This design comes from an exercise in tuning for small area on the open sky130 flow, not from production work.
Function was checked by simulation only, so behaviour that the tests miss may differ from the original.
Power and IR drop assume default switching activity.

==> job 412 <==
==> flow/design.v (excerpt) <==
module avc_frame_rx (
    input  wire        clk,
    input  wire        rst,
    input  wire        pp_valid,
    input  wire [7:0]  pp_byte,
    output wire        pp_frame_ok,
    input  wire        pl_valid,
    input  wire [7:0]  pl_byte,
    output wire        pl_frame_ok,
    input  wire        rd_sel,
    input  wire [4:0]  rd_addr,
    output wire        rd_frm_valid,
    output wire [7:0]  rd_id,
    output wire [15:0] rd_len,
    output wire [7:0]  rd_data
);
    localparam MAX_PAYLOAD = 32;
    wire        pp_frm_valid, pl_frm_valid;
    wire [7:0]  pp_frm_id,    pl_frm_id;
    wire [15:0] pp_frm_len,   pl_frm_len;
    wire [7:0]  pp_rd_data,   pl_rd_data;
    avc_frame_parser #(.MAX_PAYLOAD(MAX_PAYLOAD), .ADDR_W(5)) u_pp (
        .clk(clk), .rst(rst),
        .in_valid(pp_valid), .in_byte(pp_byte), .frame_ok(pp_frame_ok),
        .frm_valid(pp_frm_valid), .frm_id(pp_frm_id), .frm_len(pp_frm_len),
        .rd_addr(rd_addr), .rd_data(pp_rd_data)
    );
    avc_frame_parser #(.MAX_PAYLOAD(MAX_PAYLOAD), .ADDR_W(5)) u_pl (
        .clk(clk), .rst(rst),
        .in_valid(pl_valid), .in_byte(pl_byte), .frame_ok(pl_frame_ok),
        .frm_valid(pl_frm_valid), .frm_id(pl_frm_id), .frm_len(pl_frm_len),
        .rd_addr(rd_addr), .rd_data(pl_rd_data)
    );
    assign rd_frm_valid = rd_sel ? pl_frm_valid : pp_frm_valid;
    assign rd_id        = rd_sel ? pl_frm_id    : pp_frm_id;
    assign rd_len       = rd_sel ? pl_frm_len   : pp_frm_len;
  ...
==> module avc_frame_parser, before the edit <==
module avc_frame_parser #(
    parameter MAX_PAYLOAD = 32,
    parameter ADDR_W      = 5
) (
    input  wire              clk,
    input  wire              rst,
    input  wire              in_valid,
    input  wire [7:0]        in_byte,
    output reg               frame_ok,
    output reg               frm_valid,
    output reg  [7:0]        frm_id,
    output reg  [15:0]       frm_len,
    input  wire [ADDR_W-1:0] rd_addr,
    output wire [7:0]        rd_data
);
    localparam [2:0] S_SEEK1  = 3'd0,
                     S_SEEK2  = 3'd1,
                     S_LEN_LO = 3'd2,
                     S_LEN_HI = 3'd3,
                     S_ID     = 3'd4,
                     S_PAYLD  = 3'd5,
                     S_CRC_LO = 3'd6,
                     S_CRC_HI = 3'd7;
    reg [2:0]  ps;
    reg [15:0] len;      
    reg [15:0] idx;      
    reg [7:0]  id;
    reg [7:0]  crclo;
    reg [15:0] crc;      
    reg [7:0]  acc [0:MAX_PAYLOAD-1];
    reg [7:0]  frm [0:MAX_PAYLOAD-1];
    wire [15:0] crc_seed_next;
    wire [15:0] crc_run_next;
    avc_crc16_step u_crc_seed (.crc_in(16'hFFFF), .data(in_byte), .crc_out(crc_seed_next));
    avc_crc16_step u_crc_run  (.crc_in(crc),      .data(in_byte), .crc_out(crc_run_next));
    wire [15:0] len_full = {in_byte, len[7:0]};
    wire        len_ok   = (len_full != 16'd0) && (len_full <= MAX_PAYLOAD + 1);
    wire [15:0] rx_crc   = {in_byte, crclo};
    wire        publish  = in_valid && (ps == S_CRC_HI) && (rx_crc == crc);
    integer k;
    always @(posedge clk) begin
        if (rst) begin
            ps        <= S_SEEK1;
            frame_ok  <= 1'b0;
            frm_valid <= 1'b0;
        end else begin
            frame_ok <= publish;
            if (publish) begin
                frm_valid <= 1'b1;
                frm_id    <= id;
                frm_len   <= len - 16'd1;
            end
            if (in_valid) begin
                case (ps)
                    S_SEEK1: begin
                        if (in_byte == 8'hA5) ps <= S_SEEK2;
                    end
                    S_SEEK2: begin
                        if (in_byte == 8'h5A) ps <= S_LEN_LO;
                        else                  ps <= S_SEEK1;
                    end
                    S_LEN_LO: begin
                        len <= {8'h00, in_byte};
                        ps  <= S_LEN_HI;
                    end
                    S_LEN_HI: begin
                        len <= len_full;
                        if (len_ok) ps <= S_ID;
                        else        ps <= S_SEEK1;
                    end
                    S_ID: begin
                        id  <= in_byte;
                        idx <= 16'd0;
                        crc <= crc_seed_next;
                        if (len == 16'd1) ps <= S_CRC_LO;
                        else              ps <= S_PAYLD;
                    end
                    S_PAYLD: begin
                        idx <= idx + 16'd1;
                        crc <= crc_run_next;
                        if (idx + 16'd1 == len - 16'd1) ps <= S_CRC_LO;
                    end
                    S_CRC_LO: begin
                        crclo <= in_byte;
                        ps    <= S_CRC_HI;
                    end
                    S_CRC_HI: begin
                        ps <= S_SEEK1;
                    end
                    default: ps <= S_SEEK1;
                endcase
            end
        end
    end
    always @(posedge clk) begin
        if (in_valid && ps == S_PAYLD)
            acc[idx[ADDR_W-1:0]] <= in_byte;
        if (publish)
            for (k = 0; k < MAX_PAYLOAD; k = k + 1)
                frm[k] <= acc[k];
    end
    assign rd_data = frm[rd_addr];
endmodule
==> module avc_frame_rx, before the edit <==
module avc_frame_rx (
    input  wire        clk,
    input  wire        rst,
    input  wire        pp_valid,
    input  wire [7:0]  pp_byte,
    output wire        pp_frame_ok,
    input  wire        pl_valid,
    input  wire [7:0]  pl_byte,
    output wire        pl_frame_ok,
    input  wire        rd_sel,
    input  wire [4:0]  rd_addr,
    output wire        rd_frm_valid,
    output wire [7:0]  rd_id,
    output wire [15:0] rd_len,
    output wire [7:0]  rd_data
);
    localparam MAX_PAYLOAD = 32;
    wire        pp_frm_valid, pl_frm_valid;
    wire [7:0]  pp_frm_id,    pl_frm_id;
    wire [15:0] pp_frm_len,   pl_frm_len;
    wire [7:0]  pp_rd_data,   pl_rd_data;
    avc_frame_parser #(.MAX_PAYLOAD(MAX_PAYLOAD), .ADDR_W(5)) u_pp (
        .clk(clk), .rst(rst),
        .in_valid(pp_valid), .in_byte(pp_byte), .frame_ok(pp_frame_ok),
        .frm_valid(pp_frm_valid), .frm_id(pp_frm_id), .frm_len(pp_frm_len),
        .rd_addr(rd_addr), .rd_data(pp_rd_data)
    );
    avc_frame_parser #(.MAX_PAYLOAD(MAX_PAYLOAD), .ADDR_W(5)) u_pl (
        .clk(clk), .rst(rst),
        .in_valid(pl_valid), .in_byte(pl_byte), .frame_ok(pl_frame_ok),
        .frm_valid(pl_frm_valid), .frm_id(pl_frm_id), .frm_len(pl_frm_len),
        .rd_addr(rd_addr), .rd_data(pl_rd_data)
    );
    assign rd_frm_valid = rd_sel ? pl_frm_valid : pp_frm_valid;
    assign rd_id        = rd_sel ? pl_frm_id    : pp_frm_id;
    assign rd_len       = rd_sel ? pl_frm_len   : pp_frm_len;
    assign rd_data      = rd_sel ? pl_rd_data   : pp_rd_data;
endmodule
==> flow/config.mk <==
export PLATFORM = sky130hd
export DESIGN_NAME = avc_frame_rx
export DESIGN_NICKNAME = avc_frame_rx
export VERILOG_FILES = /design/flow/design.v
export SDC_FILE = /design/flow/constraint.sdc
export NUM_CORES = 4
export LEC_CHECK = 0
export CAP_MARGIN = 20
export CORE_MARGIN = 2
export CORE_UTILIZATION = 40
export SLEW_MARGIN = 20
==> flow/constraint.sdc <==
create_clock -name core_clock -period 7.0 [get_ports {clk}]
set_input_delay 1.4000 -clock core_clock [delete_from_list [all_inputs] [get_ports {clk}]]
set_output_delay 1.4000 -clock core_clock [all_outputs]
set_load 0.01 [all_outputs]
run.sh (not shown) runs the stock make flow with config.mk's settings and CLKGATE_MAP_FILE= SYNTH_SCRIPT=/design/flow/synth_recipe.tcl, a recipe that flattens the netlist after the stock synthesis.
==> job 3614 (differences from job 412) <==
==> flow/design.v (replaced) <==
module avc_crc16_step (
    input  wire [15:0] crc_in,
    input  wire [7:0]  data,
    output reg  [15:0] crc_out
);
    integer i;
    always @(*) begin
        crc_out = crc_in ^ {8'h00, data};
        for (i = 0; i < 8; i = i + 1) begin
            if (crc_out[0])
                crc_out = (crc_out >> 1) ^ 16'hA001;
            else
                crc_out = crc_out >> 1;
        end
    end
endmodule
module avc_frame_parser (
    input  wire        clk,
    input  wire        rst,
    input  wire        in_valid,
    input  wire [7:0]  in_byte,
    output reg         frame_ok,
    output reg         frm_valid,
    output reg  [7:0]  frm_id,
    output reg  [5:0]  frm_len,
    output reg  [255:0] frm
);
    localparam [2:0] S_SEEK1  = 3'd0,
                     S_SEEK2  = 3'd1,
                     S_LEN_LO = 3'd2,
                     S_LEN_HI = 3'd3,
                     S_ID     = 3'd4,
                     S_PAYLD  = 3'd5,
                     S_CRC_LO = 3'd6,
                     S_CRC_HI = 3'd7;
    reg [2:0]   ps;
    reg [5:0]   plen;    
    reg [5:0]   cnt;     
    reg [7:0]   id;
    reg [15:0]  crc;
    reg [255:0] acc;
    wire body = ps[2] & (ps[1] | ps[0]);
    wire [15:0] crc_nx;
    avc_crc16_step u_crc (.crc_in((ps == S_ID) ? 16'hFFFF : crc),
                          .data(in_byte), .crc_out(crc_nx));
    wire        publish = in_valid && (ps == S_CRC_HI) && (crc_nx == 16'd0);
    wire [5:0]  cnt_nx  = cnt + 6'd1;
    wire        plen_ok = !plen[5] || (plen[4:0] == 5'd0);
    always @(posedge clk) begin
        if (rst) begin
            ps        <= S_SEEK1;
            frame_ok  <= 1'b0;
            frm_valid <= 1'b0;
        end else begin
            frame_ok <= publish;
            if (publish)
                frm_valid <= 1'b1;
            if (in_valid) begin
                case (ps)
                    S_SEEK1:  if (in_byte == 8'hA5) ps <= S_SEEK2;
                    S_SEEK2:  ps <= (in_byte == 8'h5A) ? S_LEN_LO : S_SEEK1;
                    S_LEN_LO: ps <= S_LEN_HI;
                    S_LEN_HI: ps <= (in_byte == 8'h00 && plen_ok) ? S_ID : S_SEEK1;
                    S_ID:     ps <= (plen == 6'd0) ? S_CRC_LO : S_PAYLD;
                    S_PAYLD:  if (cnt_nx == plen) ps <= S_CRC_LO;
                    S_CRC_LO: ps <= S_CRC_HI;
                    default:  ps <= S_SEEK1;
                endcase
            end
        end
    end
    always @(posedge clk) begin
        if (in_valid)
            crc <= crc_nx;
        if (in_valid && ps == S_LEN_LO)
            plen <= (in_byte[7:6] != 2'b00) ? 6'h3F : in_byte[5:0] - 6'd1;
        if (in_valid && ps == S_ID)
            cnt <= 6'd0;
        else if (in_valid && ps == S_PAYLD)
            cnt <= cnt_nx;
        if (publish) begin
            frm_id  <= id;
            frm_len <= plen;
        end
    end
    always @(posedge clk)
        frm <= (frm & {256{~publish}}) | (acc & {256{publish}});
    wire id_we = in_valid && (ps == S_ID);
    always @(posedge clk)
        id <= (id & {8{body}}) | (in_byte & {8{id_we}});
    genvar k;
    generate
        for (k = 0; k < 32; k = k + 1) begin : g_acc
            wire we = in_valid && (ps == S_PAYLD) && (cnt[4:0] == k);
            always @(posedge clk)
                acc[8*k +: 8] <= (acc[8*k +: 8] & {8{body}}) | (in_byte & {8{we}});
        end
    endgenerate
endmodule
module avc_frame_rx (
    input  wire        clk,
    input  wire        rst,
    input  wire        pp_valid,
    input  wire [7:0]  pp_byte,
    output wire        pp_frame_ok,
    input  wire        pl_valid,
    input  wire [7:0]  pl_byte,
    output wire        pl_frame_ok,
    input  wire        rd_sel,
    input  wire [4:0]  rd_addr,
    output wire        rd_frm_valid,
    output wire [7:0]  rd_id,
    output wire [15:0] rd_len,
    output wire [7:0]  rd_data
);
    wire        pp_frm_valid, pl_frm_valid;
    wire [7:0]  pp_frm_id,    pl_frm_id;
    wire [5:0]  pp_frm_len,   pl_frm_len;
    wire [255:0] pp_frm,      pl_frm;
    avc_frame_parser u_pp (
        .clk(clk), .rst(rst),
        .in_valid(pp_valid), .in_byte(pp_byte), .frame_ok(pp_frame_ok),
        .frm_valid(pp_frm_valid), .frm_id(pp_frm_id), .frm_len(pp_frm_len),
        .frm(pp_frm)
    );
    avc_frame_parser u_pl (
        .clk(clk), .rst(rst),
        .in_valid(pl_valid), .in_byte(pl_byte), .frame_ok(pl_frame_ok),
        .frm_valid(pl_frm_valid), .frm_id(pl_frm_id), .frm_len(pl_frm_len),
        .frm(pl_frm)
    );
    assign rd_frm_valid = rd_sel ? pl_frm_valid : pp_frm_valid;
    assign rd_id        = rd_sel ? pl_frm_id    : pp_frm_id;
    assign rd_len       = {10'd0, rd_sel ? pl_frm_len : pp_frm_len};
    wire [511:0] all_frm = {pl_frm, pp_frm};
    reg  [7:0]   rdata;
    integer j;
    always @(*) begin
        rdata = 8'd0;
        for (j = 0; j < 64; j = j + 1)
            rdata = rdata | (all_frm[8*j +: 8] & {8{{rd_sel, rd_addr} == j}});
    end
    assign rd_data = rdata;
endmodule
==> qor summary <==
item                                                                    job 3614      job 412
Outcome                                                          failed layout checks  no timing/DRC/antenna violations
Reasons for failing layout checks                                   setup timing            -
Maximum operating frequency                                              141 MHz      159 MHz
Register cell area after layout                                       28500 um^2   36200 um^2
Number of cells on the critical path                                          10           11
Drt initial violations                                                      3919         3406
Total clock sinks                                                           1134         1210
Fraction of area in multi-input gates                                      0.226        0.153
Worst setup slack before clock tree synthesis                             208 ps       839 ps
Post-DP HPWL                                                           104000 um     77300 um
Power Internal                                                           11.0 mW      11.5 mW
Number of placed instances, taps included                                   4067         4049
Count of antenna diodes in the layout                                          0            2
Compound-gate portion of the synthesized area                              0.170       0.0573
Layout Cell Area excl Fill                                            46300 um^2   51300 um^2
Tapcells                                                                    1287         1488
Multiplexer share of the synthesized area                                0.00422      0.00630
Sw power                                                                 3.16 mW      3.00 mW
Share of total power in combinational logic                                0.058        0.027
Multi-input combinational cell area                                   10500 um^2    7870 um^2
Portion of the layout cell area used by clock cells                       0.0835       0.0748
Post-synthesis cell area                                              39700 um^2   44500 um^2
Die Footprint                                                        102000 um^2  114000 um^2
Flip-flop and latch count                                                   1134         1210
Seq cells post-synth                                                        1134         1210
Cells after Synth                                                           2746         2495
Sum of internal, switching and leakage power                             14.2 mW      14.5 mW
Number of different library cells in the post-synthesis netlist               57           70

==> separate check: timing with driven ports <==
In the flow no input, the clock included, has a driving cell. The finished layouts below were timed again as built, in two steps. Step 1, drivers: a clkbuf_16 drives clk and a buf_2 each remaining input, both assumed. Step 2 adds t to the input delays and takes it off the output delays; t is the mean of the earliest and latest rising clock arrival at the registers after step 1. Input paths then give back, and output paths get back, about the clock's delay inside the block. Slacks: ideal / step 1 / step 2; pairs: ideal / step 1.
run	shift t [ns]	setup WS [ns]	worst data-port slew with drivers (ns)
job 412	0.778	0.718 / 0.665 / 0.665	0.10
job 3614	0.770	-0.107 / -0.138 / -0.138	0.04
The setup slack of job 412, which loses most, moves by -0.053 ns with the drivers and by -0.053 ns with both steps.
